From an optimization exercise on the open Yosys and OpenROAD flow, aimed at small area, a short achievable clock period and few clock cycles; shortcuts taken in it are not production practice. At most, simulation tests tie the RTL to the original design; equivalence was not proved. No activity file was given, so power comes from the tool's default toggle rates.

==> inputs of job 842 <==
## frame_sync_fsm
module frame_sync_fsm (
    input  wire        clk,
    input  wire        rst,
    input  wire        in_valid,
    output wire        in_ready,
    input  wire [1:0]  in_kind,
    input  wire [31:0] in_data,
    output wire        out_valid,
    output reg  [31:0] out_data
);
    localparam [31:0] CRC_K = 32'h7f8f8816;    
    localparam [28:0] SYNC_HI = 29'h0B4B4B4A;   
    localparam CQ_D = 8;                        
    reg rst_q;
    always @(posedge clk) rst_q <= rst;
    reg  rdy;
    assign in_ready = rdy;
    wire acc    = in_valid & rdy;
    wire a_word = acc & (in_kind == 2'd0);
    wire a_eob  = acc & (in_kind == 2'd1);
    wire a_mark = acc & (in_kind[1] ^ in_kind[0]);
    wire shift  = a_word;
    wire rdy_n, al_n, busy_n, sb_n;    
    reg [31:0] win [0:7];       
    reg [31:0] crc;             
    reg [7:0]  sc;              
    reg [15:0] wcnt;            
    reg [3:0]  need;            
    reg        step_pend;
    reg        aligned;
    wire        sync   = sc[7];
    wire        flag   = win[0][31];
    wire [3:0]  ch     = win[0][27:24];
    wire        chv    = (ch < 4'd9);
    wire        crc_ok = (crc == win[7]);
    wire        dr     = (wcnt[2:0] == 3'd1);       
    wire o_aerr = aligned & ~sync & flag;
    wire o_aok  = aligned & ~sync & ~flag & crc_ok & chv;
    wire o_loss = aligned & ~sync & ~flag & ~(crc_ok & chv);
    wire adv1   = ~sync & (~aligned | o_loss);
    wire counts = sync | aligned | dr;               
    wire ev     = aligned & ~sync & (flag | ~chv);   
    wire cq_full;
    reg  snap_busy;
    reg  sb;                    
    wire snap_done;             
  ...
==> flow/config.mk <==
export PLATFORM = sky130hd
export DESIGN_NAME = frame_sync_fsm
export DESIGN_NICKNAME = frame_sync_fsm
export VERILOG_FILES = /design/flow/design.v
export SDC_FILE = /design/flow/constraint.sdc
export NUM_CORES = 8
export LEC_CHECK = 0
export CAP_MARGIN = 20
export CORE_MARGIN = 2
export CORE_UTILIZATION = 60
export CTS_CLUSTER_DIAMETER = 80
export CTS_CLUSTER_SIZE = 24
export SLEW_MARGIN = 20
==> flow/constraint.sdc <==
create_clock -name core_clock -period 30.0 [get_ports {clk}]
set_input_delay 6.0000 -clock core_clock [delete_from_list [all_inputs] [get_ports {clk}]]
set_output_delay 6.0000 -clock core_clock [all_outputs]
set_load 0.01 [all_outputs]
run.sh (not shown) runs the stock make flow with config.mk's settings and CLKGATE_MAP_FILE= SYNTH_SCRIPT=/design/flow/synth_recipe.tcl, a recipe that flattens the netlist after the stock synthesis.
==> job 2423 (differences from job 842) <==
==> flow/flow/run.sh (new file) <==
#!/bin/bash
# Layout flow: the standard ORFS flow (standard synthesis, floorplan, power
# grid, placement, CTS, routing) with one change: the buffers that every input
# and output port gets are buf_4 cells instead of the delay-buffer cell that
# buffer_ports picks by default. Each tool's full output stays in orfs/logs/;
# make's own output goes to flow_make.log.
set -euo pipefail
export BUFFER_PORTS_ARGS="-buffer_cell sky130_fd_sc_hd__buf_4"
bash standard.sh > flow_make.log 2>&1
==> flow/standard.sh (new file) <==
#!/bin/bash
# synth_recipe.tcl (not shown) runs the flow's synth.tcl, then flattens the netlist and writes it again
# the make line also repeats each setting of config.mk as NAME=value (left out here)
make -C /OpenROAD-flow-scripts/flow DESIGN_CONFIG=/design/flow/config.mk WORK_HOME=/design/flow/orfs CLKGATE_MAP_FILE= SYNTH_SCRIPT=/design/flow/synth_recipe.tcl "${@:-finish}"
removed: flow/run.sh
==> impl_metrics.toml <==
[sta]
final.setup.worst_slack_ps = 16560
slew-limit-headroom = 0.0418

[min_path]
min_to = "u_stats.rhi[55]"

[cells_and_area]
layout_common_cells = "3671 x dfxtp_1, 686 x ha_1, 566 x edfxtp_1"

[outcome]
status = "complete, no violations"
[end of results for job 842]
==> impl_metrics.toml <==
[outcome]
status = "complete, no violations"

[sta]
final.setup.worst_slack_ps = 16830
slew-limit-headroom = 0.0810

[cells_and_area]
bufAreaShareNonClock = 0.0130
layout_common_cells = "3670 x dfxtp_1, 686 x ha_1, 566 x edfxtp_1"

[routing]
drt_iter0_markers = 9982

[yosys]
avgSynthCellArea_um2 = 13.9

[setup_path]
crit_slowest_cell = "dfxtp_1"
[end of results for job 2423]
Testbench counts of job 842, summed over its fixed seeds: cycles 58,936.
Testbench counts of job 2423, summed over its fixed seeds: cycles 58,936.

==> 08-11 <==
frame_sync_fsm, a different RTL version from the one above (not shown whole).
==> flow/config.mk <==
export PLATFORM = sky130hd
export DESIGN_NAME = frame_sync_fsm
export DESIGN_NICKNAME = frame_sync_fsm
export VERILOG_FILES = /design/flow/design.v
export SDC_FILE = /design/flow/constraint.sdc
export NUM_CORES = 8
export LEC_CHECK = 0
export CAP_MARGIN = 20
export CORE_MARGIN = 2
export CORE_UTILIZATION = 60
export CTS_CLUSTER_DIAMETER = 80
export CTS_CLUSTER_SIZE = 24
export SLEW_MARGIN = 20
==> flow/constraint.sdc <==
create_clock -name core_clock -period 30.0 [get_ports {clk}]
set_input_delay 6.0000 -clock core_clock [delete_from_list [all_inputs] [get_ports {clk}]]
set_output_delay 6.0000 -clock core_clock [all_outputs]
set_load 0.01 [all_outputs]
standard.sh (not shown) runs the stock make flow with config.mk's settings and CLKGATE_MAP_FILE= SYNTH_SCRIPT=/design/flow/synth_recipe.tcl, a recipe that flattens the netlist after the stock synthesis.
==> flow/flow/run.sh <==
#!/bin/bash
# Layout flow: the standard ORFS flow (standard synthesis, floorplan, power
# grid, placement, CTS, routing) with two changes:
#  - the buffers every input and output port gets are buf_4 cells instead of
#    the delay-buffer cell buffer_ports picks by default;
#  - ORFS's timing repair (after CTS and after global routing) works until the
#    setup slack is 23 ns instead of stopping at 0 ns. The clock, its period
#    and all constraints are unchanged; this only makes the repair try harder.
# Each tool's full output stays in orfs/logs/; make's own output goes to
# flow_make.log.
set -euo pipefail
export BUFFER_PORTS_ARGS="-buffer_cell sky130_fd_sc_hd__buf_4"
export SETUP_SLACK_MARGIN=23
bash standard.sh > flow_make.log 2>&1
==> 11-23 (differences from 08-11) <==
--- a/flow/design.v
+++ b/flow/design.v
@@ -759,15 +759,15 @@
         end
     end
     assign      al_n     = step_fire ? ((aligned | sync) & ~o_loss) : aligned;
     wire        sp_n     = a_eob ? 1'b0 : shift ? (need_eff == 4'd1) : (step_pend & ~step_fire);
     wire [31:0] w0_n     = shift ? win[1] : win[0];
-    wire        sync_n   = shift ? (sc[6] & w_match & (in_data[2:0] == 3'd7)) : sc[7];
+    wire        msync_n  = shift ? sc[6] : sc[7];
     wire        chv_n    = (w0_n[27:24] < 4'd9);
     wire [2:0]  wl_n     = a_eob ? 3'd0 : shift ? (wcnt[2:0] + 3'd1) : wcnt[2:0];
-    wire        counts_n = sync_n | al_n | (wl_n == 3'd1);
-    wire        ev_n     = al_n & ~sync_n & (w0_n[31] | ~chv_n);
+    wire        counts_n = msync_n | al_n | (wl_n == 3'd1);
+    wire        ev_n     = al_n & (w0_n[31] | ~chv_n);
     wire [3:0]  cqn_n    = cqn + {3'd0, c_push} - {3'd0, c_pop};
     wire        cqfull_n = (cqn_n == CQ_D);
     assign      busy_n   = snap_load | (snap_busy & ~snap_done);
     assign      sb_n     = busy_n & ~((qs == Q_ERR) & (qi[3:0] == 4'd11));
     wire        mkp_n    = a_mark | (mk_pend & ~mark);
==> run notes <==
outcome -> finished clean
combinational power -> 3.88 mW
number of global-route vias before repair -> 71.1k
Mapped Nets -> 8332
layout cells sized above 1 -> 11.4%
maximum VDD drop -> 120 uV
-- figures above: 11-23

==> run notes <==
CP Launch Point -> in_data[29]
combinational power -> 4.64 mW
Resized cells post-CTS -> 143
Yosys reg bits -> 4236
M2 GR Usage -> 53.1%
commonest cells after routing, fill and taps aside -> dfxtp_1 (3121), edfxtp_1 (1077), nor2_1 (308), nand2_1 (295), xnor2_1 (245)
WL met1 -> 138000 um
number of global-route vias before repair -> 68.6k
outcome -> finished clean
maximum VDD drop -> 204 uV
post-synthesis xor/xnor area fraction -> 3.40%
-- figures above: 08-11

Testbench counts of 08-11, summed over its fixed seeds: cycles 58,936.
Testbench counts of 11-23, summed over its fixed seeds: cycles 59,071.

==> try-amber: inputs <==
frame_sync_fsm, a different RTL version from the one above (not shown whole).
clock: 30.0 ns
lec_check: 0
cap_margin: 20
core_margin: 2
core_utilization: 50
slew_margin: 20
run.sh (not shown) runs the stock make flow with config.mk's settings and CLKGATE_MAP_FILE= SYNTH_SCRIPT=/design/flow/synth_recipe.tcl, a recipe that flattens the netlist after the stock synthesis.
Stock flow here: none of the scripts above is used.
==> inputs of try-zinc, as changes to try-amber <==
--- a/flow/design.v
+++ b/flow/design.v
@@ -506,15 +506,16 @@
     wire o_aok  = aligned & ~sync & ~flag & crc_ok & chv;
     wire o_loss = aligned & ~sync & ~flag & ~(crc_ok & chv);
     wire adv1   = ~sync & (~aligned | o_loss);
     wire counts = sync | aligned | dr;               
     wire ev     = aligned & ~sync & (flag | ~chv);   
     wire cq_full;
     reg  snap_busy;
-    wire step_fire = step_pend & ~(counts & cq_full) & ~(ev & snap_busy);
+    wire snap_done;             
+    wire step_fire = step_pend & ~(counts & cq_full) & ~(ev & snap_busy & ~snap_done);
     wire [2:0] s_code = sync   ? 3'd1 :
                         o_aok  ? 3'd2 :
                         o_aerr ? 3'd3 :
                         o_loss ? 3'd6 :
                         flag   ? 3'd5 : 3'd4;
     wire h_word = ihv & (ihk == 2'd0);
     wire h_eob  = ihv & (ihk == 2'd1);
@@ -631,20 +632,22 @@
     reg  [1:0] qs;
     reg  [6:0] qi;
     reg        ral;
     reg        ov;
     assign out_valid = ov;
     wire [2:0] hcode = chd[6:4];
     wire [3:0] hch   = chd[3:0];
-    wire h_cnt   = chv_q & (qs == Q_IDLE) & (hcode != 3'd7);
-    wire h_mark  = chv_q & (qs == Q_IDLE) & (hcode == 3'd7);
     wire h_bad   = ((hcode == 3'd3) | (hcode == 3'd6)) & ~(hch < 4'd9);
     wire h_err   = (hcode == 3'd3);
+    wire h_ev    = h_bad | h_err;
+    wire h_cnt   = chv_q & (hcode != 3'd7) & ((qs == Q_IDLE) | (~h_ev & (qs != Q_FILE)));
+    wire h_mark  = chv_q & (qs == Q_IDLE) & (hcode == 3'd7);
     wire run_go, run_last;
     wire go_file = h_mark & ~hch[1];
+    assign snap_done = ((qs == Q_ERR) & (qi[3:0] == 4'd12)) | (h_cnt & h_bad & ~h_err);
     wire go_run  = h_mark & hch[1] & run_go;
     assign c_pop = h_cnt | go_file | go_run;
     wire        f_acc = go_file | ((qs == Q_FILE) & (qi <= 7'd44));
     wire        f_fin = (qs == Q_FILE) & (qi == 7'd55);
     wire [31:0] fword, rword;
     wire        rvalid;
     fs_stats u_stats (
@@ -659,47 +662,47 @@
         ei = qi[3:0];
         if (qs == Q_IDLE) ei = 4'd0;
     end
     always @(posedge clk) begin
         if (rst) begin
             qs <= Q_IDLE; qi <= 7'd0; ov <= 1'b0; snap_busy <= 1'b0;
         end else begin
-            if (snap_load) snap_busy <= 1'b1;
             ov <= 1'b0;
             case (qs)
                 Q_IDLE: begin
-                    if (h_cnt) begin
+                    if (h_cnt & h_ev) begin
                         if (h_bad) begin
                             ov <= 1'b1; out_data <= bad_word;
                             if (h_err) begin qs <= Q_ERR; qi <= 7'd0; end
-                            else snap_busy <= 1'b0;
-                        end else if (h_err) begin
+                        end else begin
                             ov <= 1'b1; out_data <= err_word;    
                             qs <= Q_ERR; qi <= 7'd1;
                         end
                     end else if (go_file) begin
                         ov <= 1'b1; out_data <= {8'd3, 8'd0, 16'd56};
                         qs <= Q_FILE; qi <= 7'd1;
                     end else if (go_run) begin
                         ov <= 1'b1; out_data <= {8'd4, 8'd0, 16'd108};
                         qs <= Q_RUN; qi <= 7'd1; ral <= hch[0];
                     end
                 end
                 Q_ERR: begin
                     ov <= 1'b1; out_data <= err_word;
                     qi <= qi + 7'd1;
-                    if (qi == 7'd12) begin qs <= Q_IDLE; snap_busy <= 1'b0; end
+                    if (qi == 7'd12) qs <= Q_IDLE;
                 end
                 Q_FILE: begin
                     ov <= 1'b1; out_data <= fword;
                     qi <= qi + 7'd1;
                     if (qi == 7'd55) qs <= Q_IDLE;
                 end
                 default: begin
                     ov <= rvalid; out_data <= rword;
                     qi <= qi + 7'd1;
                     if (run_last) qs <= Q_IDLE;
                 end
             endcase
+            if (snap_load) snap_busy <= 1'b1;
+            else if (snap_done) snap_busy <= 1'b0;
         end
     end
 endmodule
Settings changed: CORE_UTILIZATION 50 to 55, CTS_CLUSTER_DIAMETER from default to 100, CTS_CLUSTER_SIZE from default to 30.
==> inputs of try-pepper, as changes to try-amber <==
--- a/flow/design.v
+++ b/flow/design.v
@@ -506,15 +506,16 @@
     wire o_aok  = aligned & ~sync & ~flag & crc_ok & chv;
     wire o_loss = aligned & ~sync & ~flag & ~(crc_ok & chv);
     wire adv1   = ~sync & (~aligned | o_loss);
     wire counts = sync | aligned | dr;               
     wire ev     = aligned & ~sync & (flag | ~chv);   
     wire cq_full;
     reg  snap_busy;
-    wire step_fire = step_pend & ~(counts & cq_full) & ~(ev & snap_busy);
+    wire snap_done;             
+    wire step_fire = step_pend & ~(counts & cq_full) & ~(ev & snap_busy & ~snap_done);
     wire [2:0] s_code = sync   ? 3'd1 :
                         o_aok  ? 3'd2 :
                         o_aerr ? 3'd3 :
                         o_loss ? 3'd6 :
                         flag   ? 3'd5 : 3'd4;
     wire h_word = ihv & (ihk == 2'd0);
     wire h_eob  = ihv & (ihk == 2'd1);
@@ -631,20 +632,22 @@
     reg  [1:0] qs;
     reg  [6:0] qi;
     reg        ral;
     reg        ov;
     assign out_valid = ov;
     wire [2:0] hcode = chd[6:4];
     wire [3:0] hch   = chd[3:0];
-    wire h_cnt   = chv_q & (qs == Q_IDLE) & (hcode != 3'd7);
-    wire h_mark  = chv_q & (qs == Q_IDLE) & (hcode == 3'd7);
     wire h_bad   = ((hcode == 3'd3) | (hcode == 3'd6)) & ~(hch < 4'd9);
     wire h_err   = (hcode == 3'd3);
+    wire h_ev    = h_bad | h_err;
+    wire h_cnt   = chv_q & (hcode != 3'd7) & ((qs == Q_IDLE) | (~h_ev & (qs != Q_FILE)));
+    wire h_mark  = chv_q & (qs == Q_IDLE) & (hcode == 3'd7);
     wire run_go, run_last;
     wire go_file = h_mark & ~hch[1];
+    assign snap_done = ((qs == Q_ERR) & (qi[3:0] == 4'd12)) | (h_cnt & h_bad & ~h_err);
     wire go_run  = h_mark & hch[1] & run_go;
     assign c_pop = h_cnt | go_file | go_run;
     wire        f_acc = go_file | ((qs == Q_FILE) & (qi <= 7'd44));
     wire        f_fin = (qs == Q_FILE) & (qi == 7'd55);
     wire [31:0] fword, rword;
     wire        rvalid;
     fs_stats u_stats (
@@ -659,47 +662,47 @@
         ei = qi[3:0];
         if (qs == Q_IDLE) ei = 4'd0;
     end
     always @(posedge clk) begin
         if (rst) begin
             qs <= Q_IDLE; qi <= 7'd0; ov <= 1'b0; snap_busy <= 1'b0;
         end else begin
-            if (snap_load) snap_busy <= 1'b1;
             ov <= 1'b0;
             case (qs)
                 Q_IDLE: begin
-                    if (h_cnt) begin
+                    if (h_cnt & h_ev) begin
                         if (h_bad) begin
                             ov <= 1'b1; out_data <= bad_word;
                             if (h_err) begin qs <= Q_ERR; qi <= 7'd0; end
-                            else snap_busy <= 1'b0;
-                        end else if (h_err) begin
+                        end else begin
                             ov <= 1'b1; out_data <= err_word;    
                             qs <= Q_ERR; qi <= 7'd1;
                         end
                     end else if (go_file) begin
                         ov <= 1'b1; out_data <= {8'd3, 8'd0, 16'd56};
                         qs <= Q_FILE; qi <= 7'd1;
                     end else if (go_run) begin
                         ov <= 1'b1; out_data <= {8'd4, 8'd0, 16'd108};
                         qs <= Q_RUN; qi <= 7'd1; ral <= hch[0];
                     end
                 end
                 Q_ERR: begin
                     ov <= 1'b1; out_data <= err_word;
                     qi <= qi + 7'd1;
-                    if (qi == 7'd12) begin qs <= Q_IDLE; snap_busy <= 1'b0; end
+                    if (qi == 7'd12) qs <= Q_IDLE;
                 end
                 Q_FILE: begin
                     ov <= 1'b1; out_data <= fword;
                     qi <= qi + 7'd1;
                     if (qi == 7'd55) qs <= Q_IDLE;
                 end
                 default: begin
                     ov <= rvalid; out_data <= rword;
                     qi <= qi + 7'd1;
                     if (run_last) qs <= Q_IDLE;
                 end
             endcase
+            if (snap_load) snap_busy <= 1'b1;
+            else if (snap_done) snap_busy <= 1'b0;
         end
     end
 endmodule
Settings changed: CORE_UTILIZATION 50 to 55, CTS_BUF_LIST from default to sky130_fd_sc_hd__clkbuf_8, CTS_CLUSTER_SIZE from default to 20.
==> comparison table <==
Run status: try-pepper no timing/DRC/antenna violations; try-zinc no timing/DRC/antenna violations; try-amber no timing/DRC/antenna violations
Clock insertion delay at the later pin of the skew report: try-pepper 1.18 ns; try-zinc 0.93 ns; try-amber 1.03 ns
Detailed Route WL: try-pepper 503800 um; try-zinc 491700 um; try-amber 514900 um
Total of clock buffers placed in the layout: try-pepper 782; try-zinc 205; try-amber 551
Minimum setup slack in the final design: try-pepper 21.90 ns; try-zinc 22.13 ns; try-amber 22.04 ns
Total Nets Final: try-pepper 11120; try-zinc 10650; try-amber 10740
DR vias: try-pepper 89350; try-zinc 85690; try-amber 85170
Count of multi-input combinational gates: try-pepper 5546; try-zinc 5546; try-amber 5407
Clock network area share: try-pepper 8.559%; try-zinc 3.839%; try-amber 9.169%
Overall Power: try-pepper 13480 uW; try-zinc 11680 uW; try-amber 14030 uW
Power density over cell area: try-pepper 89.80 nW/um^2; try-zinc 81.87 nW/um^2; try-amber 92.68 nW/um^2
Num CTS Buffers: try-pepper 636; try-zinc 175; try-amber 392
Max stage delay on crit path: try-pepper 0.59 ns; try-zinc 0.57 ns; try-amber 0.58 ns
Multi-input gate area in the final layout: try-pepper 37080 um^2; try-zinc 37070 um^2; try-amber 36890 um^2
Die area: try-pepper 243000 um^2; try-zinc 243000 um^2; try-amber 266300 um^2
Bufs w/o clock: try-pepper 303; try-zinc 301; try-amber 330
Area share of and/or/nand/nor cells after synthesis: try-pepper 9.588%; try-zinc 9.588%; try-amber 9.287%
Area share of xor/xnor cells in the synthesized design: try-pepper 7.881%; try-zinc 7.881%; try-amber 8.454%
Clock network power consumption: try-pepper 4780 uW; try-zinc 2980 uW; try-amber 5360 uW
First-pass GRT wire length: try-pepper 684800 um; try-zinc 665100 um; try-amber 691300 um
Site row count: try-pepper 179; try-zinc 179; try-amber 187
Adder-cell share of the synthesized area: try-pepper 1.281%; try-zinc 1.281%; try-amber 1.277%
Testbench counts of try-zinc, summed over its fixed seeds: cycles 58,981.
Testbench counts of try-pepper, summed over its fixed seeds: cycles 58,981.
Only the layout flow was run in try-amber; the RTL was not checked for function there.

==> re-timing with driven ports <==
In the flow no input, the clock included, has a driving cell. The finished layouts below were timed again as built, in two steps. Step 1 sets driving cells, clkbuf_16 on the clock port and buf_2 on the other inputs (assumed; they add their load-dependent delay and slew). Step 2 moves the port delays by t, midway between the first and last clock arrival at a register: inputs arrive t later, outputs are due t later. That takes back most of the time a late clock gives input paths. a / b / c = ideal / step 1 / step 2; a / b = the first two.
run	shift t [ns]	setup WS [ns]	worst hold slack (ns)	worst setup path at the end
job 842	0.980	16.565 / 16.565 / 16.565	0.259 / 0.259 / 0.259	register to register
job 2423	0.980	16.825 / 16.825 / 16.825	0.282 / 0.282 / 0.282	register to register
08-11	0.978	22.255 / 22.283 / 21.305	0.277 / 0.277 / 0.277	input to register
11-23	0.980	22.516 / 22.423 / 22.077	0.286 / 0.286 / 0.286	input to register
try-amber	1.071	22.037 / 21.950 / 22.114	0.251 / 0.251 / 0.251	input to register
try-zinc	0.994	22.129 / 22.028 / 21.764	0.301 / 0.301 / 0.301	input to register
try-pepper	1.236	21.898 / 21.788 / 21.769	0.245 / 0.245 / 0.245	input to register
After both steps setup and hold are still met in every run listed. For 08-11, which loses most, drivers alone change the setup slack by +0.028 ns; drivers and shift together by -0.950 ns.
